Background: an optimization exercise with open tools, aiming at small area, a short achievable clock period and few clock cycles. Do not read the settings as production practice. Where RTL was checked, it was by simulation tests only, not by an equivalence proof against the original. No functional check of the RTL was part of runs 4 to 6.

--- flow/design.v ---
module str_loop (
    input  wire               clk,
    input  wire               rst,
    input  wire               cmd_valid,
    input  wire [1:0]         cmd_op,       
    output reg                busy,
    input  wire [7:0]         nsps,
    input  wire [1:0]         ted_sel,
    input  wire               idx_sel,
    input  wire signed [23:0] k1,
    input  wire signed [23:0] k2,
    input  wire [15:0]        nrx,
    input  wire [15:0]        nmf,
    input  wire [15:0]        out_cap,
    output reg                mf_rd_en,
    output reg  [15:0]        mf_addr,
    input  wire [31:0]        mf_rdata,
    output reg                out_valid,
    output wire [31:0]        out_sym,
    output wire signed [33:0] out_err,
    output wire signed [9:0]  out_tau,
    output reg                init_ok,
    output reg                stop,
    output reg  [1:0]         stop_cause,
    output reg                err_flag,
    output reg  [2:0]         err_code,
    output reg  signed [41:0] p2,
    output reg  signed [9:0]  tau,
    output reg  [15:0]        nout,
    output reg  [15:0]        clamp_tot,
    output reg  [15:0]        clamp_con
);
    localparam OP_INIT = 2'd0, OP_STEP = 2'd1, OP_RUN = 2'd2;
    localparam ERR_NSPS = 3'd1, ERR_TED = 3'd3, ERR_SEQ = 3'd5;
    localparam CAUSE_END = 2'd1, CAUSE_LOW = 2'd2, CAUSE_FULL = 2'd3;
    localparam T_NONE = 2'd0, T_S = 2'd1, T_E = 2'd2, T_M = 2'd3;
    localparam F_IDLE = 3'd0, F_START = 3'd1, F_E = 3'd2, F_M = 3'd3,
               F_STOP = 3'd4, F_DONE = 3'd5;
    reg [7:0]         cfg_n;
    reg [1:0]         cfg_ted;
    reg               cfg_idx;
    reg signed [24:0] cfg_k;        
    reg [2:0]         fe;
    reg               run_mode;
    reg [1:0]         fe_cause;
    reg [16:0]        sb;           
    reg [16:0]        fe_e;         
    reg [2:0]         pend;         
    reg [1:0]         rk1, rk2;     
    reg signed [15:0] s_i, s_q, e_i, e_q, m_i, m_q;
    reg signed [16:0] d_i, d_q;
    reg signed [1:0]  zs_i, zs_q;
    reg signed [33:0] acc, err_r, err_b, err_c;
    reg [31:0]        sym1, sym2, sym3;
    reg signed [46:0] pl;
    reg signed [44:0] prod;
    reg               prod_ovf, prod_neg;
    reg signed [13:0] k_op;
    reg               mp_r;
    reg               amb_r;        
    reg signed [9:0]  tfl_r;
    reg [8:0]         dl_r;
    reg               v1, v2, v3, v4, v5, v6;
    assign out_sym = sym3;
    assign out_err = err_c;
    assign out_tau = tau;
    wire accept = cmd_valid && !busy;
    function [15:0] inc16;
        input [15:0] a;
        integer i;
        reg c;
        begin
            c = 1'b1;
            for (i = 0; i < 16; i = i + 1) begin
                inc16[i] = a[i] ^ c;
                c        = a[i] & c;
            end
        end
    endfunction
    function [16:0] add17;
        input [16:0] a;
        input [16:0] b;
        input        ci;
        integer i;
        reg c;
        begin
            c = ci;
            for (i = 0; i < 17; i = i + 1) begin
                add17[i] = a[i] ^ b[i] ^ c;
                c        = (a[i] & b[i]) | (a[i] & c) | (b[i] & c);
            end
        end
    endfunction
    wire zc_mode = cfg_ted[1];
    wire               mac_neg = (cfg_ted != 2'd1);
    wire signed [15:0] zx_i    = {{14{zs_i[1]}}, zs_i};
    wire signed [15:0] zx_q    = {{14{zs_q[1]}}, zs_q};
    wire signed [16:0] mul_a   = v1 ? d_i : d_q;
    wire signed [15:0] mul_b   = zc_mode ? (v1 ? zx_i : zx_q) : (v1 ? m_i : m_q);
    wire signed [33:0] mac_ad  = v1 ? 34'sd0 : acc;
    function zc_opp;
        input signed [15:0] a;
        input signed [15:0] b;
        zc_opp = zc_mode && (a[15] != b[15]) && (a != 16'sd0) && (b != 16'sd0);
    endfunction
    function signed [16:0] addsub17;
        input signed [15:0] a;
        input signed [15:0] b;
        input               sub;
        addsub17 = $signed({a[15], a}) + $signed({b[15], b} ^ {17{sub}}) +
                   $signed({16'd0, sub});
    endfunction
    function [1:0] zc_sgn;
        input signed [15:0] a;
        input signed [15:0] b;
        zc_sgn = (a == 16'sd0 || b == 16'sd0) ? 2'b00 : (b[15] ? 2'b11 : 2'b01);
    endfunction
    wire signed [33:0] mac;
    booth_mac #(.NA(17), .NB(16), .W(34)) u_emac (
        .a(mul_a), .b(mul_b), .negb(mac_neg), .c(mac_ad), .y(mac));
    wire signed [47:0] k_ad   = v3 ? 48'sd0 : {{14{pl[46]}}, pl[46:13]};
    wire signed [47:0] kmac;
    booth_mac #(.NA(34), .NB(14), .W(48)) u_kmac (
        .a(err_r), .b(k_op), .negb(1'b0), .c(k_ad), .y(kmac));
    wire               k_ovf  = !((&kmac[47:31]) || !(|kmac[47:31]));
    localparam signed [45:0] ONE     = 46'sd1 << 40;
    localparam signed [45:0] MIN_ONE = -(46'sd1 << 40);
    wire signed [45:0] t_sum = p2 + prod;
    wire               t_gt  = !t_sum[45] && ((|t_sum[44:41]) ||
                                              (t_sum[40] && (|t_sum[39:0])));
    wire               t_lt  = t_sum[45] && !(&t_sum[44:40]);
    wire               t_hi  = prod_ovf ? !prod_neg : t_gt;
    wire               t_lo  = prod_ovf ?  prod_neg : t_lt;
    wire signed [21:0] tm_a   = amb_r ? $signed({2'b00, p2[19:0]}) : p2[41:20];
    wire signed [29:0] tm_y;
    booth_mac #(.NA(22), .NB(10), .W(30)) u_tmul (
        .a(tm_a), .b({2'b00, cfg_n}), .negb(1'b0), .c(30'd0), .y(tm_y));
    wire signed [9:0]  tfl    = tm_y[29:20];
    wire [19:0]        tfr    = tm_y[19:0];
    wire               amb    = v6 && (tfr >= 20'h7ff00) && (tfr <= 20'h80000);
    wire [19:0]        tdl    = 20'h80000 - tfr;
    wire               up_f   = (tfr > 20'h80000);
    wire [8:0]         l_hi   = {1'b0, tm_y[27:20]};
    wire               up_s   = (l_hi > dl_r) ||
                                ((l_hi == dl_r) && ((|tm_y[19:0]) || tfl_r[0]));
    wire               commit  = (v6 && !amb) || amb_r;
    wire signed [9:0]  tau_new = amb_r ? tfl_r + $signed({9'd0, up_s})
                                       : tfl + $signed({9'd0, up_f});
    wire signed [9:0]  tau_m1  = tau - 10'sd1;
    wire               mispred = (v6 && (up_f ? (tfl != tau_m1) : (tfl != tau))) ||
                                 amb_r;
    wire               restart = mp_r && run_mode && !amb_r;
    wire               kill    = restart || amb_r;
    wire signed [17:0] fs        = $signed({1'b0, sb}) + tau;    
    wire [7:0]         n_up      = {1'b0, cfg_n[7:1]} + {7'd0, cfg_n[0]};   
    wire               c_short   = ({1'b0, nrx} < {cfg_n, 1'b0});
    wire               c_end     = (fe_e >= {1'b0, nmf});
    wire [15:0]        f_nout    = nout + {13'd0, pend};    
    wire               c_full    = (f_nout == out_cap);
    wire               younger   = (rk1 == T_M) || (rk2 == T_M) ||
                                   v1 || v2 || v3 || v4 || v5;
    wire               fe_end    = (fe == F_STOP) || (fe == F_DONE);
    wire               finish    = fe_end && !younger && !v6 && !restart &&
                                   !(amb_r && run_mode);
    wire               start_ok  = accept && (cmd_op == OP_STEP || cmd_op == OP_RUN) &&
                                   init_ok && !stop;
    always @(posedge clk) begin
        if (rst) begin
            busy       <= 1'b0;
            fe         <= F_IDLE;
            run_mode   <= 1'b0;
            fe_cause   <= 2'd0;
            sb         <= 17'd0;
            rk1        <= T_NONE;
            rk2        <= T_NONE;
            v1         <= 1'b0;
            v2         <= 1'b0;
            v3         <= 1'b0;
            v4         <= 1'b0;
            v5         <= 1'b0;
            v6         <= 1'b0;
            mp_r       <= 1'b0;
            amb_r      <= 1'b0;
            mf_rd_en   <= 1'b0;
            mf_addr    <= 16'd0;
            out_valid  <= 1'b0;
            init_ok    <= 1'b0;
            stop       <= 1'b0;
            stop_cause <= 2'd0;
            err_flag   <= 1'b0;
            err_code   <= 3'd0;
            p2         <= 42'sd0;
            tau        <= 10'sd0;
            nout       <= 16'd0;
            clamp_tot  <= 16'd0;
            clamp_con  <= 16'd0;
        end else begin
            mf_rd_en  <= 1'b0;
            rk1       <= T_NONE;
            rk2       <= kill ? T_NONE : rk1;
            out_valid <= commit;
            mp_r      <= mispred;
            amb_r     <= amb;
            if (accept) begin
                err_flag <= 1'b0;
                err_code <= 3'd0;
                case (cmd_op)
                    OP_INIT: begin
                        if (nsps == 8'd0) begin
                            init_ok  <= 1'b0;
                            err_flag <= 1'b1;
                            err_code <= ERR_NSPS;
                        end else if (ted_sel == 2'd3) begin
                            init_ok  <= 1'b0;
                            err_flag <= 1'b1;
                            err_code <= ERR_TED;
                        end else begin
                            p2         <= 42'sd0;
                            tau        <= 10'sd0;
                            nout       <= 16'd0;
                            clamp_tot  <= 16'd0;
                            clamp_con  <= 16'd0;
                            stop       <= 1'b0;
                            stop_cause <= 2'd0;
                            init_ok    <= 1'b1;
                            sb         <= 17'd0;
                        end
                    end
                    OP_STEP, OP_RUN: begin
                        if (!init_ok) begin
                            err_flag <= 1'b1;
                            err_code <= ERR_SEQ;
                        end else if (!stop) begin
                            run_mode <= (cmd_op == OP_RUN);
                            busy     <= 1'b1;
                            fe       <= F_E;
                        end
                    end
                    default: ;   
                endcase
            end
            case (fe)
                F_START: begin
                    fe <= F_E;
                end
                F_E: begin
                    if (c_short) begin
                        fe       <= F_STOP;
                        fe_cause <= CAUSE_END;
                    end else if (fs < 0) begin
                        fe       <= F_STOP;
                        fe_cause <= CAUSE_LOW;
                    end else if (c_end) begin
                        fe       <= F_STOP;
                        fe_cause <= CAUSE_END;
                    end else if (c_full) begin
                        fe       <= F_STOP;
                        fe_cause <= CAUSE_FULL;
                    end else begin
                        mf_rd_en <= 1'b1;
                        mf_addr  <= fe_e[15:0];
                        rk1      <= T_E;
                        fe       <= F_M;
                    end
                end
                F_M: begin
                    mf_rd_en <= 1'b1;
                    mf_addr  <= add17(fe_e, ~{9'd0, n_up}, 1'b1);
                    rk1      <= T_M;
                    fe_e     <= add17(fe_e, {9'd0, cfg_n}, 1'b0);
                    fe       <= run_mode ? F_E : F_DONE;
                end
                F_STOP, F_DONE: begin
                    if (finish) begin
                        busy <= 1'b0;
                        fe   <= F_IDLE;
                        if (fe == F_STOP) begin
                            stop       <= 1'b1;
                            stop_cause <= fe_cause;
                        end
                    end
                end
                default: ;
            endcase
            pend <= pend + {2'd0, fe == F_M} - {2'd0, commit};
            if (start_ok || restart) begin
                pend <= 3'd0;
                fe_e <= fs[16:0] + {9'd0, cfg_n};
                if (fs >= 0 && fs[16:0] < {1'b0, nmf}) begin
                    mf_rd_en <= 1'b1;
                    mf_addr  <= fs[15:0];
                    rk1      <= T_S;
                end else begin
                    rk1      <= T_NONE;
                end
            end
            if (restart)
                fe <= F_E;
            else if (amb_r)
                rk1 <= T_NONE;
            v1 <= (rk2 == T_M) && !kill;
            v2 <= v1 && !kill;
            v3 <= v2 && !kill;
            v4 <= v3 && !kill;
            v5 <= v4 && !kill;
            v6 <= v5 && !kill;
            if (v5 && !mp_r && !amb_r) begin
                if (t_hi || t_lo) begin
                    clamp_tot <= inc16(clamp_tot);
                    clamp_con <= inc16(clamp_con);
                end else begin
                    clamp_con <= 16'd0;
                end
                if (t_hi)
                    p2 <= ONE[41:0];
                else if (t_lo)
                    p2 <= MIN_ONE[41:0];
                else
                    p2 <= t_sum[41:0];
            end
            if (commit) begin
                tau  <= tau_new;
                nout <= inc16(nout);
                sb   <= add17(sb, {9'd0, cfg_n}, 1'b0);
            end
        end
    end
    always @(posedge clk) begin
        case (rk2)
            T_S: begin
                e_i <= mf_rdata[15:0];
                e_q <= mf_rdata[31:16];
            end
            T_E: begin
                s_i <= e_i;
                s_q <= e_q;
                e_i <= mf_rdata[15:0];
                e_q <= mf_rdata[31:16];
            end
            T_M: begin
                m_i  <= mf_rdata[15:0];
                m_q  <= mf_rdata[31:16];
                d_i  <= addsub17(s_i, e_i, !zc_opp(s_i, e_i));
                d_q  <= addsub17(s_q, e_q, !zc_opp(s_q, e_q));
                zs_i <= zc_sgn(s_i, e_i);
                zs_q <= zc_sgn(s_q, e_q);
            end
            default: ;
        endcase
        if (v1) begin
            acc  <= mac;
            sym1 <= cfg_idx ? {s_q, s_i} : {m_q, m_i};
        end
        if (v2)
            err_r <= mac;
        k_op <= v2 ? $signed({1'b0, cfg_k[12:0]})
                   : $signed({{2{cfg_k[24]}}, cfg_k[24:13]});
        if (v3) begin
            pl   <= kmac[46:0];
            sym2 <= sym1;
        end
        if (v4) begin
            prod     <= {kmac[31:0], pl[12:0]};
            prod_ovf <= k_ovf;
            prod_neg <= kmac[47];
            err_b    <= err_r;
        end
        if (v5 && !amb_r)
            sym3 <= sym2;
        if (v6)
            err_c <= err_b;
        if (amb) begin
            tfl_r <= tfl;
            dl_r  <= tdl[8:0];
        end
    end
    always @(posedge clk) begin
        if (accept && cmd_op == OP_INIT && nsps != 8'd0 && ted_sel != 2'd3) begin
            cfg_n   <= nsps;
            cfg_ted <= ted_sel;
            cfg_idx <= idx_sel;
            cfg_k   <= k1 + k2;
        end
    end
endmodule
module booth_mac #(
    parameter NA = 16,
    parameter NB = 16,       
    parameter W  = 32
) (
    input  wire signed [NA-1:0] a,
    input  wire signed [NB-1:0] b,
    input  wire                 negb,    
    input  wire        [W-1:0]  c,
    output wire        [W-1:0]  y
);
    localparam R = NB / 2;
    function [W-1:0] k_const;
        input integer dummy;
        integer i;
        reg [W-1:0] k;
        begin
            k = {W{1'b0}};
            for (i = 0; i < R; i = i + 1)
                if (NA + 2 * i < W)
                    k = k - ({{(W-1){1'b0}}, 1'b1} << (NA + 2 * i));
            k_const = k;
        end
    endfunction
    localparam [W-1:0] KC = k_const(0);
    wire [NB:0]   bx = {b, 1'b0};
    wire [W-1:0]  rows [0:R];
    wire [R-1:0]  neg;
    genvar i;
    generate
        for (i = 0; i < R; i = i + 1) begin : g_row
            wire b0 = bx[2*i];
            wire b1 = bx[2*i+1];
            wire b2 = bx[2*i+2];
            wire one = b1 ^ b0;
            wire two = (b2 & ~b1 & ~b0) | (~b2 & b1 & b0);
            assign neg[i] = b2 ^ negb;
            wire [NA:0] mag = ({(NA+1){one}} & {a[NA-1], a}) |
                              ({(NA+1){two}} & {a, 1'b0});
            wire [NA:0] x   = mag ^ {(NA+1){neg[i]}};
            wire [NA:0] xu  = {~x[NA], x[NA-1:0]};
            wire [W+NA+2*R:0] sh = {{(W+2*R){1'b0}}, xu} << (2 * i);
            if (i == 0) begin : g_first
                assign rows[i] = sh[W-1:0];
            end else begin : g_next
                wire [W+2*R:0] nb = {{(W+2*R){1'b0}}, neg[i-1]} << (2 * i - 2);
                assign rows[i] = sh[W-1:0] | nb[W-1:0];
            end
        end
        if (1) begin : g_last
            wire [W+2*R:0] nb = {{(W+2*R){1'b0}}, neg[R-1]} << (2 * R - 2);
            assign rows[R] = nb[W-1:0];
        end
    endgenerate
    reg [W-1:0] sum;
    integer j;
    always @(*) begin
        sum = c + KC;
        for (j = 0; j <= R; j = j + 1)
            sum = sum + rows[j];
    end
    assign y = sum;
endmodule
--- flow/run.sh ---
#!/bin/bash
# synth_recipe.tcl (not shown) runs the flow's synth.tcl, then flattens the netlist and writes it again
# the make line also repeats each setting of config.mk as NAME=value (left out here)
make -C /OpenROAD-flow-scripts/flow DESIGN_CONFIG=/design/flow/config.mk WORK_HOME=/design/flow/orfs CLKGATE_MAP_FILE= SYNTH_SCRIPT=/design/flow/synth_recipe.tcl finish
--- flow/config.mk ---
export PLATFORM = sky130hd
export DESIGN_NAME = str_loop
export DESIGN_NICKNAME = str_loop
export VERILOG_FILES = /design/flow/design.v
export SDC_FILE = /design/flow/constraint.sdc
export NUM_CORES = 4
export LEC_CHECK = 0
export CAP_MARGIN = 5
export CORE_MARGIN = 2
export CORE_UTILIZATION = 40
export SETUP_SLACK_MARGIN = 5
export SLEW_MARGIN = 5
--- flow/constraint.sdc ---
create_clock -name core_clock -period 13.0 [get_ports {clk}]
set_input_delay 2.6000 -clock core_clock [delete_from_list [all_inputs] [get_ports {clk}]]
set_output_delay 2.6000 -clock core_clock [all_outputs]
set_load 0.01 [all_outputs]
==> flow_summary.json, run 1 <==
{
  "syn_area_mm2": 0.06507,
  "die_h_um": 407.3,
  "path_class": "reg2reg",
  "grt_usage": 0.2421,
  "antenna_found_initial": 14,
  "die_area_mm2": 0.1659,
  "cts.path.max_buffers": 3,
  "synthXorXnorAreaFrac": 0.07489,
  "ys_ff_latch": 711,
  "synth_top_family_by_area": "adder cells",
  "numPortBuffers": 345,
  "syn2layout_area_growth_pct": 15.84,
  "syn_nets": 8006,
  "grt_pass1_vias": 52270,
  "wl_per_cell_um": 22.48,
  "yosys.cell_types.count": 99,
  "io_pins": 347,
  "setup_tns_ns": 0,
  "drc_errors": 0,
  "finalWirelength_um": 210000,
  "pre_cts_ws_ns": 3.274,
  "hold_class": "reg2reg",
  "floorplan.initialDensity": 0.4012,
  "synth_compound_area_frac": 0.1932,
  "avgSynthCellArea_um2": 9.402,
  "core_area_mm2": 0.1622,
  "cts_sinks": 711,
  "worstPathRequired_ns": 13.62,
  "antenna_left": 0,
  "viasPerCell": 5.861,
  "fin_ws_ns": 4.949,
  "grt_max_degree": 82,
  "setup_viol": 0,
  "h-tree-depth": 3,
  "final_hold_viol_count": 0,
  "place_area_mm2": 0.07048,
  "crit_path_start_kind": "register",
  "met2_length_um": 93600,
  "die_w_um": 407.3,
  "endpoint_kind": "register",
  "synthCells": 6921,
  "layout-drive-gt1-share": 0.09020,
  "path_buf_inv": 6,
  "topRoutingLayerUsed": "met4",
  "place_hpwl_um": 148200,
  "yosysWarnings": 4,
  "design_area_mm2": 0.07538,
  "stdcell_count": 9342,
  "synth_edf_count": 535,
  "grt_first_pass_wirelength_um": 315500,
  "worst_path_max_delay_cell": "fa_1",
  "drtIter0Drc": 5496,
  "yosysSeqAreaShare": 0.3010,
  "crit_fanout": 5,
  "critical_path_arrival_ns": 8.67,
  "synth_fa_ha_area_frac": 0.2365,
  "slew_headroom": 0.1235,
  "status": "timing/DRC/antenna clean",
  "gp_congestion": 0.9219,
  "cpLargestDelayFamily": "compound AO/OA/AOI/OAI gates",
  "wl_met1_um": 90590,
  "overflow": 0,
  "place_inst": 9068,
  "nets": 8178,
  "critPathMaxStageDelay_ns": 0.52,
  "clkTransAtPathRegs_ns": 0.06,
  "wl_met3_um": 18510,
  "max_freq_mhz": 124.2,
  "synth_mux_area_frac": 0.02371,
  "clock_latency_ns": 0.71,
  "worstMarginPinSlew_ns": 1.310,
  "cts-root-buf": "clkbuf_16",
  "post-route-period-util": 0.6193,
  "dr.pass1.iters": 8,
  "maxCapViolations": 0,
  "num_vias": 54750,
  "drv_slew": 0,
  "synth-simple-area-share": 0.1109,
  "clock_skew_ns": 0.02658,
  "num_rows": 148,
  "numCtsBuffers": 82,
  "tritoncts": "done",
  "fin_crit_ns": 8.051,
  "ys.flop_type": "edfxtp_1",
  "rsz0062_at_grt": "true",
  "ys_async_sr_fraction": 0
}
## repair_timing
action	4_1_cts	5_1_grt
setup buffers	33	66
resized for setup	86	122
setup endpoints to repair	76	48
pin swaps	8	43
hold buffers	0	0
cloned	6	11
## cell usage after synthesis (all sizes together), types with 31 or more instances
cell | count | area, um2
a211oi | 61 | 457.9
a21o | 84 | 630.6
a21oi | 545 | 2739
a221oi | 34 | 315.3
a22o | 61 | 534.3
a22oi | 193 | 1449
and2 | 79 | 494.2
and3 | 43 | 269.0
buf | 96 | 414.2
clkbuf | 411 | 1543
dfxtp | 176 | 3523
edfxtp | 535 | 16070
fa | 399 | 7988
ha | 542 | 6782
inv | 515 | 1933
maj3 | 62 | 620.6
mux2 | 79 | 889.6
mux2i | 63 | 630.6
nand2 | 439 | 1648
nand2b | 55 | 344.1
nand3 | 97 | 485.5
nand4 | 32 | 200.2
nor2 | 432 | 1638
nor2b | 112 | 700.7
nor3 | 71 | 365.3
nor4 | 44 | 275.3
o211ai | 66 | 500.5
o21a | 39 | 294.0
o21ai | 393 | 1967
o22ai | 274 | 1714
o311a | 31 | 321.6
xnor2 | 343 | 3012
xor2 | 210 | 1839
## path summary, 6_finish.rpt
| path | startpoint | to | slack (ns) | depth (start not counted) |
|---|---|---|---|---|
| setup / recovery | amb_r | tau[4] | 4.95 | 38 |
| hold / removal | sym1[17] | sym2[17] | 0.41 | 0 |
| setup reg to reg | amb_r | tau[4] | 4.95 | 38 |
| hold reg to reg | sym1[17] | sym2[17] | 0.41 | 0 |
## layer usage
metal / up-vias / track usage
li1: 25130 / -
met2: 2370 / 0.3796
met5: - / 0
met4: 0 / 0.08142
met1: 26860 / 0.3361
met3: 401 / 0.04409
## state kept, by name, indices dropped and copies added, names as in the netlist, 25 cells and up
name / cells
sym1: 32
p2: 42
err_b: 34
acc: 34
err_r: 34
prod: 45
cfg_k: 25
sym2: 32
err_c: 34
sym3: 32
pl: 47
## per-stage QoR
stage | hold slack (ns) | util
final | 0.4102 | 0.4647
after global routing | 0.4186 | 0.4646
after CTS | 0.4140 | 0.4564
after detailed placement | 0.4045 | 0.4345
after global placement | 0.4035 | 0.4345
after floorplan | 0.4003 | -
## final cells by class
class	count	area, um2
inverters	516	1952
repair buffers	590	5923
fillers	15350	86840
multi-input cells	5192	42380
clock buffers	101	2133
diodes	5	12.51
well taps	2175	2721
flip-flops and latches	711	19640
clock inverters	52	618.1
## cell families after synthesis
group | count (synthesis)
compound gates | 1977
xor+xnor | 554
fa+ha+maj | 1003
buf+inv | 1023
flops | 711
mux | 143
simple gates | 1510
## layout by cell type, fill, tap and decap left out, types with 61 or more instances in the layout
cell type        instances
and2_1                  73
edfxtp_1               535
nand3_1                 94
clkbuf_16               89
clkdlybuf4s50_1        344
a21oi_1                530
o21ai_0                363
a21o_1                  84
inv_1                  502
o22ai_1                273
xnor2_1                334
ha_1                   534
buf_4                  186
xor2_1                 199
o211ai_1                65
a22o_1                  61
fa_1                   399
nor3_1                  66
a22oi_1                191
maj3_1                  61
nor2b_1                110
nor2_1                 426
nand2_1                433
dfxtp_1                159
mux2_2                  72
Testbench counts, summed over its fixed seeds: cycles 16,075.
==> run 2, diff against run 1 <==
--- a/flow/config.mk
+++ b/flow/config.mk
@@ -6,4 +6,5 @@
 export NUM_CORES = 4
 export LEC_CHECK = 0
+export ABC_AREA = 1
 export CAP_MARGIN = 5
 export CORE_MARGIN = 2
==> run 2 against run 1 <==
Net effect:
- still clean
- worst hold slack got worse by 0.040 ns
- die area down 3.6%
- critical endpoint is now acc[31]
- largest cell class unchanged
- highest routed layer unchanged
==> flow_summary.json, run 2 <==
{
  "numPortBuffers": 345,
  "die_w_um": 399.9,
  "largest-register": "pl",
  "max_freq_mhz": 132.1,
  "top_regs": "pl (47), prod (45), p2 (42)",
  "rsz0062_at_grt": "true",
  "layout_common_cells": "nand2_1 (1223), inv_1 (973), xor2_1 (646)",
  "setup_tns_ns": 0,
  "cts_hold_buf": 0,
  "gp_congestion": 0.9314,
  "post-route-period-util": 0.5824,
  "floorplan.initialDensity": 0.4022,
  "place_area_mm2": 0.06824,
  "maxCapViolations": 0,
  "slew_headroom": 0.1811,
  "clock_skew_ns": 0.08306,
  "nets": 8498,
  "final_hold_viol_count": 0,
  "endpoint_kind": "register",
  "fillCellCount": 14910,
  "clock_latency_ns": 0.76,
  "hold_class": "reg2reg",
  "core_area_mm2": 0.1558,
  "num_vias": 51490,
  "syn_area_mm2": 0.06268,
  "io_pins": 347,
  "netlist_top_cells_count": "nand2_1 (1233), inv_1 (983), xor2_1 (649)",
  "fin_crit_ns": 7.571,
  "status": "timing/DRC/antenna clean",
  "synthTopCellsByArea": "edfxtp_1 (26%), fa_1 (13%), ha_1 (11%), xor2_1 (9.1%), nand2_1 (7.4%)",
  "syn2layout_area_growth_pct": 14.66,
  "critical_path_arrival_ns": 8.08,
  "setup_viol": 0,
  "overflow": 0,
  "ys_ff_latch": 711,
  "grt_pass1_vias": 50210,
  "num_rows": 145,
  "ys.flop_type": "edfxtp_1",
  "fin_ws_ns": 5.429,
  "worstPathRequired_ns": 13.51,
  "cts.path.max_buffers": 3,
  "viasPerCell": 5.396,
  "synthCells": 7142,
  "synth_edf_count": 535,
  "syn_nets": 8227,
  "drv_slew": 0,
  "finish.utilization": 0.4612,
  "h-tree-depth": 3,
  "tritoncts": "done",
  "dr.pass1.iters": 6,
  "pre_cts_ws_ns": 4.280,
  "ys_async_sr_fraction": 0,
  "clkTransAtPathRegs_ns": 0.06,
  "drtIter0Drc": 4455,
  "avgSynthCellArea_um2": 8.777,
  "yosys.area.top_type_share": 0.2563,
  "hold_ws_ns": 0.3702,
  "cts_sinks": 711,
  "design_area_mm2": 0.07188,
  "stdcell_count": 9542,
  "yosysSeqAreaShare": 0.3125,
  "yosysWarnings": 4,
  "numCtsBuffers": 85,
  "die_h_um": 399.9,
  "drc_errors": 0,
  "grt_usage": 0.2411,
  "yosys.area.top_type": "edfxtp_1",
  "yosys.cell_types.count": 65,
  "final_common_cell": "nand2_1",
  "post-synth-top-count-cell": "nand2_1",
  "largest_reg_flops": 47,
  "place_hpwl_um": 148500,
  "wl_per_cell_um": 20.43,
  "finalWirelength_um": 195000,
  "crit_path_start_kind": "register",
  "grt_max_degree": 72,
  "grt_first_pass_wirelength_um": 298900,
  "antenna_found_initial": 4,
  "place_inst": 9352,
  "cts-root-buf": "clkbuf_16",
  "crit_fanout": 40,
  "worstMarginPinSlew_ns": 1.225,
  "die_area_mm2": 0.1599,
  "antenna_left": 0,
  "layout-drive-gt1-share": 0.05653,
  "path_class": "reg2reg"
}
==> run 2: cells by family after synthesis <==
logic type | after synthesis | synth area share
AOI/OAI and AO/OA | 1219 | 0.1117
adders and majority gates | 941 | 0.2356
and+or+nand+nor | 2194 | 0.1483
buffers and inverters | 1286 | 0.07898
DFF | 711 | 0.3125
xor gates and xnor gates | 740 | 0.1045
muxes | 51 | 0.008443
==> run 2: final timing paths <==
path,start,endpoint,slack (ns),depth (start not counted)
max,v1,acc[31],5.43,24
min,err_b[22],err_c[22],0.37,0
min reg2reg,err_b[22],err_c[22],0.37,0
max reg2reg,v1,acc[31],5.43,24
==> run 2: per-layer routing <==
metal	up-vias	wire length (um)	GRT usage
met5	-	0	0
met2	1808	90430	0.3952
met1	24950	86590	0.3327
met3	276	12830	0.03165
met4	0	5125	0.06854
li1	24460	-	-
==> run 2: repair_timing <==
| action | in CTS | in global routing |
|---|---|---|
| gates resized for setup | 41 | 58 |
| setup buffers | 3 | 23 |
| pin swaps | 0 | 2 |
| cloned | 1 | 5 |
| setup endpoints to repair | 19 | 28 |
==> run 2: layout make-up <==
type | count | area (um2) | area share
diodes | 1 | 2.502 | 0.00003482
clock buffers | 111 | 2305 | 0.03206
clock inverters | 46 | 673.1 | 0.009365
inverters | 1009 | 3826 | 0.05323
multi-input cells | 5145 | 38520 | 0.5359
flip-flops and latches | 711 | 19610 | 0.2728
well taps | 2058 | 2575 | 0.03582
repair buffers | 455 | 4328 | 0.06021
repair inverters | 6 | 45.04 | 0.0006267
==> run 2: worst max-delay path: stages, from the launching register on <==
cell      delay [ns]
dfxtp_4         0.43
inv_2           0.09
buf_4           0.44
o21ai_0         0.27
nand2_1         0.29
nand2_1         0.14
o22ai_1         0.20
clkinv_2        0.29
o22ai_1         0.25
xor2_1          0.23
fa_1            0.48
fa_1            0.56
fa_1            0.53
fa_1            0.53
fa_1            0.49
ha_1            0.38
a21oi_1         0.20
o21ai_0         0.12
a21oi_2         0.30
o21ai_1         0.15
a21boi_1        0.29
o21ai_1         0.15
a21boi_1        0.25
o21ai_1         0.11
xor2_1          0.16
==> run 3, diff against run 2 <==
--- a/flow/config.mk
+++ b/flow/config.mk
@@ -9,5 +9,6 @@
 export CAP_MARGIN = 5
 export CORE_MARGIN = 2
-export CORE_UTILIZATION = 40
+export CORE_UTILIZATION = 55
+export PLACE_DENSITY = 0.7
 export SETUP_SLACK_MARGIN = 5
 export SLEW_MARGIN = 5
==> run 3 against run 2 <==
Net effect:
- synthesized cell count is the same
- highest routed layer unchanged
- first-iteration DRC count increased by 11%
- still clean
- design area fell by 1.5%
==> flow_summary.json, run 3 <==
{
  "floorplan.initialDensity": 0.5557,
  "place_hpwl_um": 140200,
  "wl_per_cell_um": 20.64,
  "final_hold_viol_count": 0,
  "largest-register": "pl",
  "status": "timing/DRC/antenna clean",
  "ys_ff_latch": 711,
  "setup_tns_ns": 0,
  "grt_first_pass_wirelength_um": 286700,
  "die_h_um": 341.6,
  "post-route-period-util": 0.5898,
  "synthTopCellsByArea": "edfxtp_1 (26%), fa_1 (13%), ha_1 (11%), xor2_1 (9.1%), nand2_1 (7.4%)",
  "gp_congestion": 0.9523,
  "die_area_mm2": 0.1167,
  "yosysSeqAreaShare": 0.3125,
  "netlist_top_cells_count": "nand2_1 (1233), inv_1 (983), xor2_1 (649)",
  "overflow": 0,
  "numCtsBuffers": 80,
  "place_inst": 8791,
  "slew_headroom": 0.2604,
  "antenna_left": 0,
  "pre_cts_ws_ns": 4.115,
  "place_area_mm2": 0.06752,
  "fillCellCount": 9536,
  "clock_skew_ns": 0.04724,
  "nets": 8479,
  "critical_path_arrival_ns": 8.21,
  "final_common_cell": "nand2_1",
  "grt_max_degree": 82,
  "finish.utilization": 0.6278,
  "gr-usage-met1": 0.4323,
  "hold_ws_ns": 0.4114,
  "worstPathRequired_ns": 13.55,
  "clkTransAtPathRegs_ns": 0.06,
  "crit_fanout": 29,
  "met2_usage": 0.5073,
  "drc_errors": 0,
  "yosys.area.top_type_share": 0.2563,
  "synthCells": 7142,
  "drv_slew": 0,
  "num_vias": 51870,
  "cts_hold_buf": 0,
  "setup_viol": 0,
  "worst_path_max_delay_cell": "ha_1",
  "fin_crit_ns": 7.668,
  "h-tree-depth": 3,
  "yosys.area.top_type": "edfxtp_1",
  "critPathMaxStageDelay_ns": 0.57,
  "grt_pass1_vias": 50460,
  "crit_path_start_kind": "register",
  "syn2layout_area_growth_pct": 12.98,
  "maxCapViolations": 0,
  "cts_sinks": 711,
  "viasPerCell": 5.787,
  "endpoint_kind": "register",
  "synth_edf_count": 535,
  "num_rows": 123,
  "top_regs": "pl (47), prod (45), p2 (42)",
  "grt_usage": 0.3139,
  "path_buf_inv": 4,
  "worstMarginPinSlew_ns": 1.088,
  "numPortBuffers": 345,
  "hold_class": "reg2reg",
  "post-synth-top-count-cell": "nand2_1",
  "path_class": "reg2reg",
  "max_freq_mhz": 130.4,
  "rsz0062_at_grt": "true",
  "syn_area_mm2": 0.06268,
  "drtIter0Drc": 4931,
  "path_common_cell": "ha_1",
  "cts.path.max_buffers": 3,
  "ys.flop_type": "edfxtp_1",
  "io_pins": 347,
  "antenna_found_initial": 6,
  "grtUsageMet3": 0.04667,
  "tritoncts": "done",
  "clock_latency_ns": 0.70,
  "die_w_um": 341.6,
  "cts-root-buf": "clkbuf_16",
  "core_area_mm2": 0.1128,
  "finalWirelength_um": 185000,
  "cpLargestDelayFamily": "adder cells",
  "syn_nets": 8227,
  "yosysWarnings": 4,
  "stdcell_count": 8963,
  "design_area_mm2": 0.07082,
  "layout_common_cells": "nand2_1 (1227), inv_1 (974), xor2_1 (647)",
  "largest_reg_flops": 47,
  "ys_async_sr_fraction": 0,
  "yosys.cell_types.count": 65,
  "busiest_layer": "met2",
  "dr.pass1.iters": 9,
  "avgSynthCellArea_um2": 8.777,
  "layout-drive-gt1-share": 0.05228,
  "fin_ws_ns": 5.332
}
-- run 3: changes by cell type in the layout (fill, tap and decap cells not counted), moves of 3 or more --
cell       delta
inv_6         +4
buf_4        -12
inv_2         -3
nand2_1       +4
clkbuf_1      -4
nand2_2       -4
clkbuf_8      -6
ha_1          +3
clkbuf_16     -4
mux2i_2       +3
-- run 3: cells by family after synthesis --
| logic type | count (synthesis) | share of synthesized area |
|---|---|---|
| AO/OA/AOI/OAI | 1219 | 0.1117 |
| AND/OR/NAND/NOR | 2194 | 0.1483 |
| multiplexers | 51 | 0.008443 |
| XOR/XNOR | 740 | 0.1045 |
| adder cells (fa/ha/maj) | 941 | 0.2356 |
| buffers and inverters | 1286 | 0.07898 |
| flip-flops | 711 | 0.3125 |
-- run 3: final timing paths --
path | start | cells after the start | to | slack, ns
worst max-delay path | cfg_n[3] | 32 | tau[9] | 5.33
worst min-delay path | err_b[6] | 0 | err_c[6] | 0.41
worst max register to register | cfg_n[3] | 32 | tau[9] | 5.33
worst min register to register | err_b[6] | 0 | err_c[6] | 0.41
-- run 3: per-layer routing --
layer / up-vias / part of all wire
met5: - / 0
met1: 24930 / 0.42
met3: 390 / 0.078
li1: 24390 / -
met2: 2158 / 0.46
met4: 0 / 0.036
-- run 3: worst register-to-register path: cells and delay by family, from the launching register on --
family,cells,cell delay (ns)
AOI/OAI and AO/OA,7,0.95
DFF,1,0.39
xor gates and xnor gates,2,0.24
and+or+nand+nor,12,2.09
buffers and inverters,4,0.76
adders and majority gates,7,3.10
-- run 3: layout make-up --
type / instances / area, um2 / share of cell area
Sequential cell: 711 / 19610 / 0.2768
Clock inverter: 51 / 684.4 / 0.009664
Timing Repair Buffer: 442 / 4213 / 0.05948
Timing Repair inverter: 5 / 35.03 / 0.0004947
Inverter: 1009 / 3827 / 0.05404
Antenna cell: 3 / 7.507 / 0.0001060
Multi-Input combinational cell: 5145 / 38470 / 0.5431
Clock buffer: 97 / 2107 / 0.02975
Tap cell: 1500 / 1877 / 0.02650
-- run 3: what timing repair did --
action,in CTS,in global routing
endpoints found under the setup margin,36,27
setup buffers,5,11
pin swaps,1,2
gates resized for setup,18,60
cloned,0,5
==> run 4, diff against run 3 <==
--- a/flow/design.v
+++ b/flow/design.v
@@ -49,11 +49,13 @@
     reg [1:0]         rk1, rk2;     
     reg signed [15:0] s_i, s_q, e_i, e_q, m_i, m_q;
-    reg signed [16:0] d_i, d_q;
-    reg signed [1:0]  zs_i, zs_q;
+    reg signed [16:0] d_q;
+    reg signed [1:0]  zs_q;
+    reg signed [16:0] a_op;         
+    reg signed [15:0] b_op;         
     reg signed [33:0] acc, err_r, err_b, err_c;
     reg [31:0]        sym1, sym2, sym3;
     reg signed [46:0] pl;
     reg signed [44:0] prod;
-    reg               prod_ovf, prod_neg;
+    reg [16:0]        prod_hi;      
     reg signed [13:0] k_op;
     reg               mp_r;
@@ -94,8 +96,9 @@
     wire zc_mode = cfg_ted[1];
     wire               mac_neg = (cfg_ted != 2'd1);
-    wire signed [15:0] zx_i    = {{14{zs_i[1]}}, zs_i};
+    wire signed [1:0]  zs_i_n  = zc_sgn(s_i, e_i);
+    wire signed [15:0] zx_i_n  = {{14{zs_i_n[1]}}, zs_i_n};
     wire signed [15:0] zx_q    = {{14{zs_q[1]}}, zs_q};
-    wire signed [16:0] mul_a   = v1 ? d_i : d_q;
-    wire signed [15:0] mul_b   = zc_mode ? (v1 ? zx_i : zx_q) : (v1 ? m_i : m_q);
+    wire signed [16:0] mul_a   = a_op;
+    wire signed [15:0] mul_b   = b_op;
     wire signed [33:0] mac_ad  = v1 ? 34'sd0 : acc;
     function zc_opp;
@@ -123,5 +126,6 @@
     booth_mac #(.NA(34), .NB(14), .W(48)) u_kmac (
         .a(err_r), .b(k_op), .negb(1'b0), .c(k_ad), .y(kmac));
-    wire               k_ovf  = !((&kmac[47:31]) || !(|kmac[47:31]));
+    wire               prod_ovf = !((&prod_hi) || !(|prod_hi));
+    wire               prod_neg = prod_hi[16];
     localparam signed [45:0] ONE     = 46'sd1 << 40;
     localparam signed [45:0] MIN_ONE = -(46'sd1 << 40);
@@ -341,11 +345,16 @@
                 m_i  <= mf_rdata[15:0];
                 m_q  <= mf_rdata[31:16];
-                d_i  <= addsub17(s_i, e_i, !zc_opp(s_i, e_i));
                 d_q  <= addsub17(s_q, e_q, !zc_opp(s_q, e_q));
-                zs_i <= zc_sgn(s_i, e_i);
                 zs_q <= zc_sgn(s_q, e_q);
             end
             default: ;
         endcase
+        if (rk2 == T_M) begin
+            a_op <= addsub17(s_i, e_i, !zc_opp(s_i, e_i));
+            b_op <= zc_mode ? zx_i_n : $signed(mf_rdata[15:0]);
+        end else if (v1) begin
+            a_op <= d_q;
+            b_op <= zc_mode ? zx_q : m_q;
+        end
         if (v1) begin
             acc  <= mac;
@@ -362,6 +371,5 @@
         if (v4) begin
             prod     <= {kmac[31:0], pl[12:0]};
-            prod_ovf <= k_ovf;
-            prod_neg <= kmac[47];
+            prod_hi  <= kmac[47:31];
             err_b    <= err_r;
         end
--- a/flow/config.mk
+++ b/flow/config.mk
@@ -9,6 +9,5 @@
 export CAP_MARGIN = 5
 export CORE_MARGIN = 2
-export CORE_UTILIZATION = 55
-export PLACE_DENSITY = 0.7
+export CORE_UTILIZATION = 40
 export SETUP_SLACK_MARGIN = 5
 export SLEW_MARGIN = 5
==> run 4 against run 3 <==
Net effect:
- global-route usage is 6.7 points lower
- via count increased by 0.64%
- maximum frequency up 0.99%
- register-to-register slack improved by 0.07 ns
- design area rose by 3.1%
- worst hold slack got worse by 0.017 ns
- count of clock-buffer cells in the layout rose by 6
- non-clock buffer count up 3
- final cell count up 7.3%
- first-iteration DRC count shrank 15%
- critical path type unchanged
==> flow_summary.json, run 4 <==
{
  "num_rows": 146,
  "core_area_mm2": 0.1580,
  "synthTopCellsByArea": "edfxtp_1 (27%), fa_1 (13%), ha_1 (11%), xor2_1 (8.5%), nand2_1 (7.0%)",
  "fillCellCount": 15080,
  "yosys.cell_types.count": 70,
  "io_pins": 347,
  "clock_latency_ns": 0.74,
  "drv_slew": 0,
  "max_freq_mhz": 131.7,
  "fin_ws_ns": 5.407,
  "setup_tns_ns": 0,
  "endpoint_kind": "register",
  "status": "timing/DRC/antenna clean",
  "r2r-start": "k_op[9]",
  "fin_crit_ns": 7.593,
  "design_area_mm2": 0.07304,
  "rsz0062_at_grt": "true",
  "cts-root-buf": "clkbuf_16",
  "yosys.area.top_type_share": 0.2660,
  "cts_sinks": 739,
  "numCtsBuffers": 89,
  "hold_class": "reg2reg",
  "slew_headroom": 0.2130,
  "place_hpwl_um": 155100,
  "ys_async_sr_fraction": 0,
  "cpLargestDelayFamily": "adder cells",
  "stdcell_count": 9616,
  "finalWirelength_um": 204600,
  "yosysWarnings": 4,
  "die_w_um": 402.6,
  "clock_skew_ns": 0.08479,
  "die_area_mm2": 0.1621,
  "setup_viol": 0,
  "die_h_um": 402.6,
  "floorplan.initialDensity": 0.4022,
  "antenna_left": 0,
  "critical_path_arrival_ns": 8.00,
  "crit_path_start_kind": "register",
  "ys_ff_latch": 739,
  "hold_ws_ns": 0.3942,
  "critPathMaxStageDelay_ns": 0.56,
  "reg2regPathDepth": 22,
  "path_class": "reg2reg",
  "path_buf_inv": 3,
  "tritoncts": "done",
  "grt_first_pass_wirelength_um": 308600,
  "avgSynthCellArea_um2": 8.825,
  "numPortBuffers": 345,
  "syn_nets": 8286,
  "layout_common_cells": "nand2_1 (1187), inv_1 (1034), xor2_1 (609)",
  "yosysSeqAreaShare": 0.3215,
  "syn2layout_area_growth_pct": 14.93,
  "drtIter0Drc": 4169,
  "path_common_cell": "fa_1",
  "maxCapViolations": 0,
  "synthCells": 7201,
  "layout-drive-gt1-share": 0.05861,
  "grt_max_degree": 64,
  "holdPathStages": 0,
  "worstPathCellList": "inv_1, buf_6, nand2_1, o21ai_4, buf_4, o22ai_1, xor2_1, fa_1, fa_1, fa_1, fa_1, ha_1, a21oi_1, o21ai_0, a21oi_1, o21ai_0, a21oi_1, o21a_1, o21ai_0, nand2_1, nand2_1, xor2_1",
  "largest_reg_flops": 47,
  "grt_pass1_vias": 51560,
  "final_common_cell": "nand2_1",
  "largest-register": "pl",
  "drc_errors": 0,
  "nets": 8553,
  "synth_edf_count": 563,
  "worstMarginPinSlew_ns": 1.176,
  "worstPathRequired_ns": 13.41,
  "netlist_top_cells_count": "nand2_1 (1192), inv_1 (1045), xor2_1 (616)",
  "worst_path_max_delay_cell": "fa_1",
  "top_regs": "pl (47), prod (44), p2 (42)",
  "dr.pass1.iters": 5,
  "seq_area_mm2": 0.02045,
  "place_area_mm2": 0.06906,
  "hold_end": "prod[7]",
  "gp_congestion": 0.9659,
  "syn_area_mm2": 0.06355,
  "ys.flop_type": "edfxtp_1",
  "crit_fanout": 33,
  "wl_per_cell_um": 21.27,
  "h-tree-depth": 3,
  "hp-start": "pl[7]",
  "timing.rr.end": "prod[41]",
  "post-synth-top-count-cell": "nand2_1",
  "final_hold_viol_count": 0,
  "finish.utilization": 0.4622,
  "grt_usage": 0.2465,
  "place_inst": 9415,
  "multi_input_area_mm2": 0.03842,
  "pre_cts_ws_ns": 4.608,
  "yosys.area.top_type": "edfxtp_1",
  "cts.path.max_buffers": 3,
  "viasPerCell": 5.429,
  "antenna_found_initial": 7,
  "overflow": 0,
  "worst-r2r-setup-slack_ns": 5.41,
  "clkTransAtPathRegs_ns": 0.06,
  "num_vias": 52200,
  "post-route-period-util": 0.5841
}
-- run 4: worst max-delay path by stage --
stage,slack (ns),from,cells after the start,end
after floorplan,6.06,amb_r,42,tau[9]
after detailed placement,4.61,cfg_n[7],43,tau[9]
after CTS,4.93,amb_r,39,tau[9]
after global routing,4.95,cfg_n[1],41,tau[9]
after global placement,4.68,cfg_n[7],45,tau[9]
final,5.41,k_op[9],22,prod[41]
-- run 4: per-layer routing --
| metal | vias to the layer above | global-route usage | wire length [um] |
|---|---|---|---|
| met2 | 2022 | 0.4042 | 95000 |
| met5 | - | 0 | 0 |
| met1 | 25210 | 0.3310 | 87960 |
| met3 | 389 | 0.04029 | 14470 |
| met4 | 0 | 0.08145 | 7149 |
| li1 | 24580 | - | - |
-- run 4: worst register-to-register path, delay by kind of cell (launching register included) --
| family | cells | cell delay, ns |
|---|---|---|
| DFF | 1 | 0.52 |
| buffers and inverters | 3 | 1.02 |
| adders and majority gates | 5 | 2.46 |
| AOI/OAI and AO/OA | 9 | 2.27 |
| and+or+nand+nor | 3 | 0.39 |
| xor gates and xnor gates | 2 | 0.66 |
-- run 4: cells by family after synthesis --
logic type / share of synthesized area
and+or+nand+nor: 0.1450
xor gates and xnor gates: 0.1003
AOI/OAI and AO/OA: 0.1105
buffers and inverters: 0.08181
muxes: 0.008466
adders and majority gates: 0.2324
DFF: 0.3215
-- run 4: cell type report --
type	count	area share
clock inverter	62	0.01208
multi-input combinational	5119	0.5260
tap	2072	0.03549
timing repair buffer	445	0.05907
antenna	2	0.00006852
timing repair inverter	6	0.0006167
sequential	739	0.2799
inverter	1068	0.05537
clock buffer	103	0.03135
-- run 4: repair_timing --
item | 4_1_cts | 5_1_grt
gates resized for setup | 38 | 79
cloned | 3 | 5
setup buffers | 9 | 17
endpoints found under the setup margin | 15 | 34
pin swaps | 0 | 1
hold buffers | 0 | 0
==> run 5, diff against run 4 <==
--- a/flow/design.v
+++ b/flow/design.v
@@ -40,5 +40,7 @@
     reg [1:0]         cfg_ted;
     reg               cfg_idx;
-    reg signed [24:0] cfg_k;        
+    reg [12:0]        cfg_kl;
+    reg               cfg_kc;
+    reg signed [10:0] cfg_k1h, cfg_k2h;
     reg [2:0]         fe;
     reg               run_mode;
@@ -122,4 +124,5 @@
     booth_mac #(.NA(17), .NB(16), .W(34)) u_emac (
         .a(mul_a), .b(mul_b), .negb(mac_neg), .c(mac_ad), .y(mac));
+    wire signed [13:0] k_hi   = cfg_k1h + cfg_k2h + $signed({13'd0, cfg_kc});   
     wire signed [47:0] k_ad   = v3 ? 48'sd0 : {{14{pl[46]}}, pl[46:13]};
     wire signed [47:0] kmac;
@@ -149,6 +152,7 @@
                                 ((l_hi == dl_r) && ((|tm_y[19:0]) || tfl_r[0]));
     wire               commit  = (v6 && !amb) || amb_r;
+    wire signed [9:0]  tfl_p1  = tfl + 10'sd1;
     wire signed [9:0]  tau_new = amb_r ? tfl_r + $signed({9'd0, up_s})
-                                       : tfl + $signed({9'd0, up_f});
+                                       : (up_f ? tfl_p1 : tfl);
     wire signed [9:0]  tau_m1  = tau - 10'sd1;
     wire               mispred = (v6 && (up_f ? (tfl != tau_m1) : (tfl != tau))) ||
@@ -363,6 +367,5 @@
         if (v2)
             err_r <= mac;
-        k_op <= v2 ? $signed({1'b0, cfg_k[12:0]})
-                   : $signed({{2{cfg_k[24]}}, cfg_k[24:13]});
+        k_op <= v2 ? $signed({1'b0, cfg_kl}) : k_hi;
         if (v3) begin
             pl   <= kmac[46:0];
@@ -388,5 +391,7 @@
             cfg_ted <= ted_sel;
             cfg_idx <= idx_sel;
-            cfg_k   <= k1 + k2;
+            {cfg_kc, cfg_kl} <= {1'b0, k1[12:0]} + {1'b0, k2[12:0]};
+            cfg_k1h <= k1[23:13];
+            cfg_k2h <= k2[23:13];
         end
     end
==> run 5 against run 4 <==
Net effect:
- still clean
- area after synthesis is 0.12% lower
- worst setup slack worse by 0.027 ns
- count of clock-buffer cells in the layout is 4 higher
- critical path type unchanged
==> flow_summary.json, run 5 <==
{
  "cts_hold_buf": 0,
  "reg2regPathDepth": 26,
  "critPathMaxStageDelay_ns": 0.57,
  "yosys.cell_types.count": 67,
  "layout-drive-gt1-share": 0.05544,
  "finish.utilization": 0.4596,
  "nets": 8479,
  "path_class": "reg2reg",
  "synthTopCellsByArea": "edfxtp_1 (27%), fa_1 (13%), ha_1 (11%), xor2_1 (8.6%), nand2_1 (7.1%)",
  "clkTransAtPathRegs_ns": 0.06,
  "numCtsBuffers": 87,
  "die_area_mm2": 0.1619,
  "rsz0062_at_grt": "true",
  "avgSynthCellArea_um2": 8.911,
  "finalWirelength_um": 199700,
  "place_area_mm2": 0.06896,
  "drv_slew": 0,
  "grt_first_pass_wirelength_um": 304800,
  "worstPathRequired_ns": 13.43,
  "netlist_top_cells_count": "nand2_1 (1208), inv_1 (1026), xor2_1 (625)",
  "final_common_cell": "nand2_1",
  "core_area_mm2": 0.1580,
  "hold_ws_ns": 0.4064,
  "status": "timing/DRC/antenna clean",
  "endpoint_kind": "register",
  "worst_path_max_delay_cell": "fa_1",
  "grt_usage": 0.2421,
  "clock_latency_ns": 0.75,
  "floorplan.initialDensity": 0.4017,
  "dr.pass1.iters": 6,
  "overflow": 0,
  "h-tree-depth": 3,
  "place_hpwl_um": 151300,
  "clock_skew_ns": 0.07931,
  "setup_viol": 0,
  "stdcell_count": 9543,
  "die_h_um": 402.4,
  "gp_congestion": 0.9311,
  "cts-root-buf": "clkbuf_16",
  "yosys.area.top_type": "edfxtp_1",
  "hold_class": "reg2reg",
  "numPortBuffers": 345,
  "ys_ff_latch": 750,
  "fin_crit_ns": 7.620,
  "grt_max_degree": 73,
  "cp.depth": 26,
  "io_pins": 347,
  "wl_per_cell_um": 20.92,
  "path_buf_inv": 6,
  "ys_async_sr_fraction": 0,
  "synthCells": 7123,
  "design_area_mm2": 0.07263,
  "place_inst": 9335,
  "maxCapViolations": 0,
  "synth_edf_count": 574,
  "holdPathStages": 0,
  "layout_common_cells": "nand2_1 (1208), inv_1 (1014), xor2_1 (619)",
  "setup_tns_ns": 0,
  "viasPerCell": 5.392,
  "tritoncts": "done",
  "syn_nets": 8208,
  "crit_fanout": 33,
  "cts.path.max_buffers": 3,
  "cpLargestDelayFamily": "adder cells",
  "final_hold_viol_count": 0,
  "post-synth-top-count-cell": "nand2_1",
  "crit_path_start_kind": "register",
  "critical_path_arrival_ns": 8.05,
  "ys.flop_type": "edfxtp_1",
  "syn2layout_area_growth_pct": 14.42,
  "drc_errors": 0,
  "yosys.area.top_type_share": 0.2715,
  "fillCellCount": 15130,
  "cts_sinks": 750,
  "slew_headroom": 0.1232,
  "antenna_found_initial": 11,
  "yosysWarnings": 4,
  "syn_area_mm2": 0.06348,
  "grt_pass1_vias": 50800,
  "max_freq_mhz": 131.2,
  "pre_cts_ws_ns": 4.615,
  "antenna_left": 0,
  "top_regs": "pl (47), prod (44), p2 (42)",
  "largest_reg_flops": 47,
  "fin_ws_ns": 5.380,
  "post-route-period-util": 0.5862,
  "die_w_um": 402.4,
  "worst-r2r-setup-slack_ns": 5.38,
  "num_rows": 146,
  "largest-register": "pl",
  "yosysSeqAreaShare": 0.3271,
  "worstMarginPinSlew_ns": 1.315,
  "num_vias": 51450,
  "drtIter0Drc": 4340
}
## run 5: cell count changes in the layout (fill, tap and decap cells not counted), moves of 13 or more
cell / before / now
nand3_1: 280 / 238
a21oi_1: 421 / 386
or2_2: 11 / 34
nand2_1: 1187 / 1208
nand2_2: 24 / 3
nand4_1: 79 / 58
inv_1: 1034 / 1014
o21ai_0: 189 / 171
nand3b_1: 17 / 33
a21oi_2: 16 / 2
xnor2_1: 95 / 109
bufinv_16: 15 / 2
## run 5: kinds of logic after synthesis
| family | count (synthesis) | share of synthesized area |
|---|---|---|
| flip-flops | 750 | 0.3271 |
| buffers and inverters | 1321 | 0.08048 |
| AO/OA/AOI/OAI | 1164 | 0.1066 |
| multiplexers | 50 | 0.008476 |
| adder cells (fa/ha/maj) | 941 | 0.2329 |
| XOR/XNOR | 739 | 0.1027 |
| AND/OR/NAND/NOR | 2158 | 0.1419 |
## run 5: path summary, 6_finish.rpt
| kind | endpoint | startpoint |
|---|---|---|
| setup / recovery | prod_hi[9] | k_op[5] |
| hold reg to reg | sym3[26] | sym2[26] |
| setup reg to reg | prod_hi[9] | k_op[5] |
| hold / removal | sym3[26] | sym2[26] |
## run 5: final cells by class
class | count | area (um2) | area share
multi-input cells | 5052 | 38010 | 0.5234
flip-flops and latches | 750 | 20780 | 0.2861
repair buffers | 453 | 4348 | 0.05987
inverters | 1043 | 3965 | 0.05459
well taps | 2072 | 2592 | 0.03570
clock buffers | 107 | 2325 | 0.03201
clock inverters | 56 | 550.5 | 0.007580
repair inverters | 7 | 52.55 | 0.0007236
diodes | 3 | 7.507 | 0.0001034
## run 5: timing repair
| item | CTS | global route |
|---|---|---|
| hold endpoints to repair | 0 | 0 |
| cloned | 1 | 7 |
| setup buffers | 2 | 32 |
| setup endpoints to repair | 11 | 18 |
| gates resized for setup | 27 | 73 |
## run 5: layer usage
metal | track usage | part of all wire
met1 | 0.3306 | 0.44
met2 | 0.3893 | 0.45
met3 | 0.04558 | 0.076
met4 | 0.07288 | 0.031
met5 | 0 | 0.000055
==> run 6, diff against run 5 <==
--- a/flow/design.v
+++ b/flow/design.v
@@ -51,13 +51,11 @@
     reg [1:0]         rk1, rk2;     
     reg signed [15:0] s_i, s_q, e_i, e_q, m_i, m_q;
-    reg signed [16:0] d_q;
-    reg signed [1:0]  zs_q;
-    reg signed [16:0] a_op;         
-    reg signed [15:0] b_op;         
+    reg signed [16:0] d_i, d_q;
+    reg signed [1:0]  zs_i, zs_q;
     reg signed [33:0] acc, err_r, err_b, err_c;
     reg [31:0]        sym1, sym2, sym3;
     reg signed [46:0] pl;
     reg signed [44:0] prod;
-    reg [16:0]        prod_hi;      
+    reg               prod_ovf, prod_neg;
     reg signed [13:0] k_op;
     reg               mp_r;
@@ -98,9 +96,8 @@
     wire zc_mode = cfg_ted[1];
     wire               mac_neg = (cfg_ted != 2'd1);
-    wire signed [1:0]  zs_i_n  = zc_sgn(s_i, e_i);
-    wire signed [15:0] zx_i_n  = {{14{zs_i_n[1]}}, zs_i_n};
+    wire signed [15:0] zx_i    = {{14{zs_i[1]}}, zs_i};
     wire signed [15:0] zx_q    = {{14{zs_q[1]}}, zs_q};
-    wire signed [16:0] mul_a   = a_op;
-    wire signed [15:0] mul_b   = b_op;
+    wire signed [16:0] mul_a   = v1 ? d_i : d_q;
+    wire signed [15:0] mul_b   = zc_mode ? (v1 ? zx_i : zx_q) : (v1 ? m_i : m_q);
     wire signed [33:0] mac_ad  = v1 ? 34'sd0 : acc;
     function zc_opp;
@@ -129,6 +126,5 @@
     booth_mac #(.NA(34), .NB(14), .W(48)) u_kmac (
         .a(err_r), .b(k_op), .negb(1'b0), .c(k_ad), .y(kmac));
-    wire               prod_ovf = !((&prod_hi) || !(|prod_hi));
-    wire               prod_neg = prod_hi[16];
+    wire               k_ovf  = !((&kmac[47:31]) || !(|kmac[47:31]));
     localparam signed [45:0] ONE     = 46'sd1 << 40;
     localparam signed [45:0] MIN_ONE = -(46'sd1 << 40);
@@ -291,5 +287,5 @@
                 default: ;
             endcase
-            pend <= pend + {2'd0, fe == F_M} - {2'd0, commit};
+            pend <= pend + {2'd0, fe == F_M} - {2'd0, v6};
             if (start_ok || restart) begin
                 pend <= 3'd0;
@@ -327,6 +323,7 @@
                     p2 <= t_sum[41:0];
             end
-            if (commit) begin
+            if (v6 || amb_r)
                 tau  <= tau_new;
+            if (v6) begin
                 nout <= inc16(nout);
                 sb   <= add17(sb, {9'd0, cfg_n}, 1'b0);
@@ -349,16 +346,11 @@
                 m_i  <= mf_rdata[15:0];
                 m_q  <= mf_rdata[31:16];
+                d_i  <= addsub17(s_i, e_i, !zc_opp(s_i, e_i));
                 d_q  <= addsub17(s_q, e_q, !zc_opp(s_q, e_q));
+                zs_i <= zc_sgn(s_i, e_i);
                 zs_q <= zc_sgn(s_q, e_q);
             end
             default: ;
         endcase
-        if (rk2 == T_M) begin
-            a_op <= addsub17(s_i, e_i, !zc_opp(s_i, e_i));
-            b_op <= zc_mode ? zx_i_n : $signed(mf_rdata[15:0]);
-        end else if (v1) begin
-            a_op <= d_q;
-            b_op <= zc_mode ? zx_q : m_q;
-        end
         if (v1) begin
             acc  <= mac;
@@ -374,5 +366,6 @@
         if (v4) begin
             prod     <= {kmac[31:0], pl[12:0]};
-            prod_hi  <= kmac[47:31];
+            prod_ovf <= k_ovf;
+            prod_neg <= kmac[47];
             err_b    <= err_r;
         end
==> run 6 against run 5 <==
Net effect:
- flip-flop and latch count fell by 28
- synthesized cell count rose by 0.93%
- largest cell class unchanged
- highest routed layer unchanged
- critical path type unchanged
==> flow_summary.json, run 6 <==
{
  "yosys.cell_types.count": 65,
  "cts_sinks": 722,
  "netlist_top_cells_count": "nand2_1 (1194), inv_1 (1045), xor2_1 (638)",
  "synth_edf_count": 546,
  "drv_slew": 0,
  "die_h_um": 400.8,
  "rsz0062_at_grt": "true",
  "yosys.area.top_type_share": 0.2604,
  "r2r-start": "v1",
  "post-synth-top-count-cell": "nand2_1",
  "stdcell_count": 9603,
  "fillCellCount": 14970,
  "path_buf_inv": 3,
  "gp_congestion": 0.9318,
  "worst-r2r-setup-slack_ns": 5.42,
  "fin_crit_ns": 7.577,
  "synthTopCellsByArea": "edfxtp_1 (26%), fa_1 (13%), ha_1 (11%), xor2_1 (8.9%), nand2_1 (7.1%)",
  "die_w_um": 400.8,
  "slew_headroom": 0.2407,
  "drc_errors": 0,
  "largest-register": "pl",
  "numPortBuffers": 345,
  "core_area_mm2": 0.1562,
  "syn_area_mm2": 0.06297,
  "reg2regPathDepth": 22,
  "clkTransAtPathRegs_ns": 0.06,
  "num_rows": 145,
  "clock_latency_ns": 0.74,
  "holdPathStages": 0,
  "syn_nets": 8274,
  "hold_class": "reg2reg",
  "crit_path_start_kind": "register",
  "finalWirelength_um": 204600,
  "grt_max_degree": 73,
  "maxCapViolations": 0,
  "worst_path_max_delay_cell": "fa_1",
  "h-tree-depth": 3,
  "cts-root-buf": "clkbuf_16",
  "worstMarginPinSlew_ns": 1.132,
  "top_regs": "pl (47), prod (45), p2 (42)",
  "timing.rr.end": "acc[30]",
  "place_inst": 9392,
  "cts_hold_buf": 0,
  "max_freq_mhz": 132.0,
  "dr.pass1.iters": 6,
  "setup_tns_ns": 0,
  "final_common_cell": "nand2_1",
  "wl_per_cell_um": 21.31,
  "die_area_mm2": 0.1606,
  "yosys.area.top_type": "edfxtp_1",
  "grt_usage": 0.2495,
  "setup_viol": 0,
  "numCtsBuffers": 86,
  "antenna_found_initial": 6,
  "final_hold_viol_count": 0,
  "endpoint_kind": "register",
  "critical_path_arrival_ns": 8.05,
  "avgSynthCellArea_um2": 8.759,
  "layout-drive-gt1-share": 0.06179,
  "grt_first_pass_wirelength_um": 310600,
  "layout_common_cells": "nand2_1 (1182), inv_1 (1035), xor2_1 (632)",
  "critPathMaxStageDelay_ns": 0.57,
  "ys_async_sr_fraction": 0,
  "grt_pass1_vias": 50940,
  "drtIter0Drc": 4777,
  "ys_ff_latch": 722,
  "cpLargestDelayFamily": "adder cells",
  "status": "timing/DRC/antenna clean",
  "path_class": "reg2reg",
  "overflow": 0,
  "floorplan.initialDensity": 0.4031,
  "hp-start": "sym1[0]",
  "worstPathRequired_ns": 13.48,
  "tritoncts": "done",
  "path_common_cell": "fa_1",
  "yosysSeqAreaShare": 0.3164,
  "yosysWarnings": 4,
  "antenna_left": 0,
  "worstPathCellList": "inv_4, o21ai_4, nand2_1, xor2_2, clkinv_2, xor2_1, fa_1, fa_1, fa_1, inv_1, fa_1, fa_1, ha_1, nand2_1, o21ai_0, a21oi_2, o21ai_1, a21boi_1, o21ai_1, a21boi_0, o21ai_0, xor2_1",
  "ys.flop_type": "edfxtp_1",
  "num_vias": 52210,
  "nets": 8556,
  "synthCells": 7189,
  "syn2layout_area_growth_pct": 15.16,
  "io_pins": 347,
  "clock_skew_ns": 0.03506,
  "hold_end": "sym2[0]",
  "viasPerCell": 5.436,
  "place_hpwl_um": 154800,
  "largest_reg_flops": 47,
  "crit_fanout": 37,
  "cts.path.max_buffers": 3,
  "post-route-period-util": 0.5829
}
[run 6: changes by cell type after synthesis, sizes merged, moves of 9 or more]
| cell | before | now |
|---|---|---|
| o21ai | 183 | 247 |
| a21oi | 389 | 421 |
| inv | 1037 | 1069 |
| edfxtp | 574 | 546 |
| nand4 | 58 | 85 |
| xnor2 | 110 | 89 |
| clkbuf | 212 | 197 |
| mux2 | 30 | 15 |
| mux2i | 20 | 35 |
| buf | 66 | 80 |
| xor2 | 628 | 640 |
| o21a | 15 | 5 |
| nand3b | 33 | 24 |
[run 6: stage by stage]
stage / cell area, um2 / util / hold slack, ns / setup WS, ns
3_5_place_dp: 68550 / 0.4388 / 0.4045 / 3.847
6_report: 72510 / 0.4642 / 0.4151 / 5.423
3_3_place_gp: 68550 / 0.4388 / 0.4040 / 4.012
4_1_cts: 71830 / 0.4599 / 0.4112 / 5.003
2_1_floorplan: 62970 / - / 0.4003 / 5.208
5_1_grt: 72510 / 0.4642 / 0.4093 / 4.964
[run 6: final cells by class]
class	instances	area (um2)	area share
Antenna cell	3	7.507	0.0001035
Inverter	1078	4105	0.05661
Timing Repair inverter	6	45.04	0.0006212
Multi-Input combinational cell	5116	38510	0.5311
Tap cell	2058	2575	0.03551
Clock buffer	110	2325	0.03206
Sequential cell	722	19940	0.2750
Timing Repair Buffer	461	4422	0.06098
Clock inverter	49	580.6	0.008006
[run 6: worst max path at each step]
stage          startpoint        end  slack [ns]  cells past startpoint
5_1_grt             amb_r     tau[5]        4.96                     35
4_1_cts                v1  err_r[31]        5.00                     24
3_3_place_gp           v1  err_r[30]        4.01                     23
3_5_place_dp           v1    acc[30]        3.85                     23
6_report               v1    acc[30]        5.42                     22
2_1_floorplan          v1    acc[31]        5.21                     26
[run 6: layer usage]
layer | global-route usage | part of all wire | vias up
li1 | - | - | 24520
met5 | 0 | 0.000064 | -
met4 | 0.07011 | 0.030 | 2
met2 | 0.3922 | 0.45 | 2102
met3 | 0.04993 | 0.083 | 347
met1 | 0.3482 | 0.44 | 25240
[run 6: what timing repair did]
action,in CTS,in global routing
cloned,5,5
pin swaps,0,5
buffers inserted,8,31
endpoints found under the setup margin,42,38
gates resized for setup,69,76
[run 6: cells by family after synthesis]
kind of cell | synth area share
compound gates | 0.1124
simple gates | 0.1435
fa+ha+maj | 0.2348
mux | 0.008247
xor+xnor | 0.1020
flops | 0.3163
buf+inv | 0.08268

[what the ideal ports hide]
The results above use ideal ports. As a check the final layouts listed here were re-extracted and re-timed, cells and wires unchanged. Step 1, drivers: a clkbuf_16 drives clk and a buf_2 each remaining input, both assumed. Step 2 times the ports against the registers' clock, not the clock port: input delays grow and output delays shrink by t, the midpoint of the rising clock arrivals with the driver on. Three values: ideal, step 1, step 2; two values: the first two.
run	t, ns	setup WS [ns]	worst setup path after step 2	worst slew at a driven data input, ns	pins driven straight from the clock port
run 1	0.770	4.949 / 4.949 / 4.606	input to register	0.14	1
run 2	0.794	5.429 / 5.429 / 5.429	register to register	0.07	1
run 3	0.750	5.332 / 5.332 / 5.332	register to register	0.09	1
run 4	0.781	5.407 / 5.407 / 5.173	input to register	0.09	1
run 5	0.789	5.380 / 5.380 / 5.380	register to register	0.10	1
run 6	0.795	5.423 / 5.423 / 5.423	register to register	0.10	1
After both steps setup and hold are still met in every run listed. For run 1, which loses most, drivers alone change the setup slack by 0.000 ns; drivers and shift together by -0.343 ns.
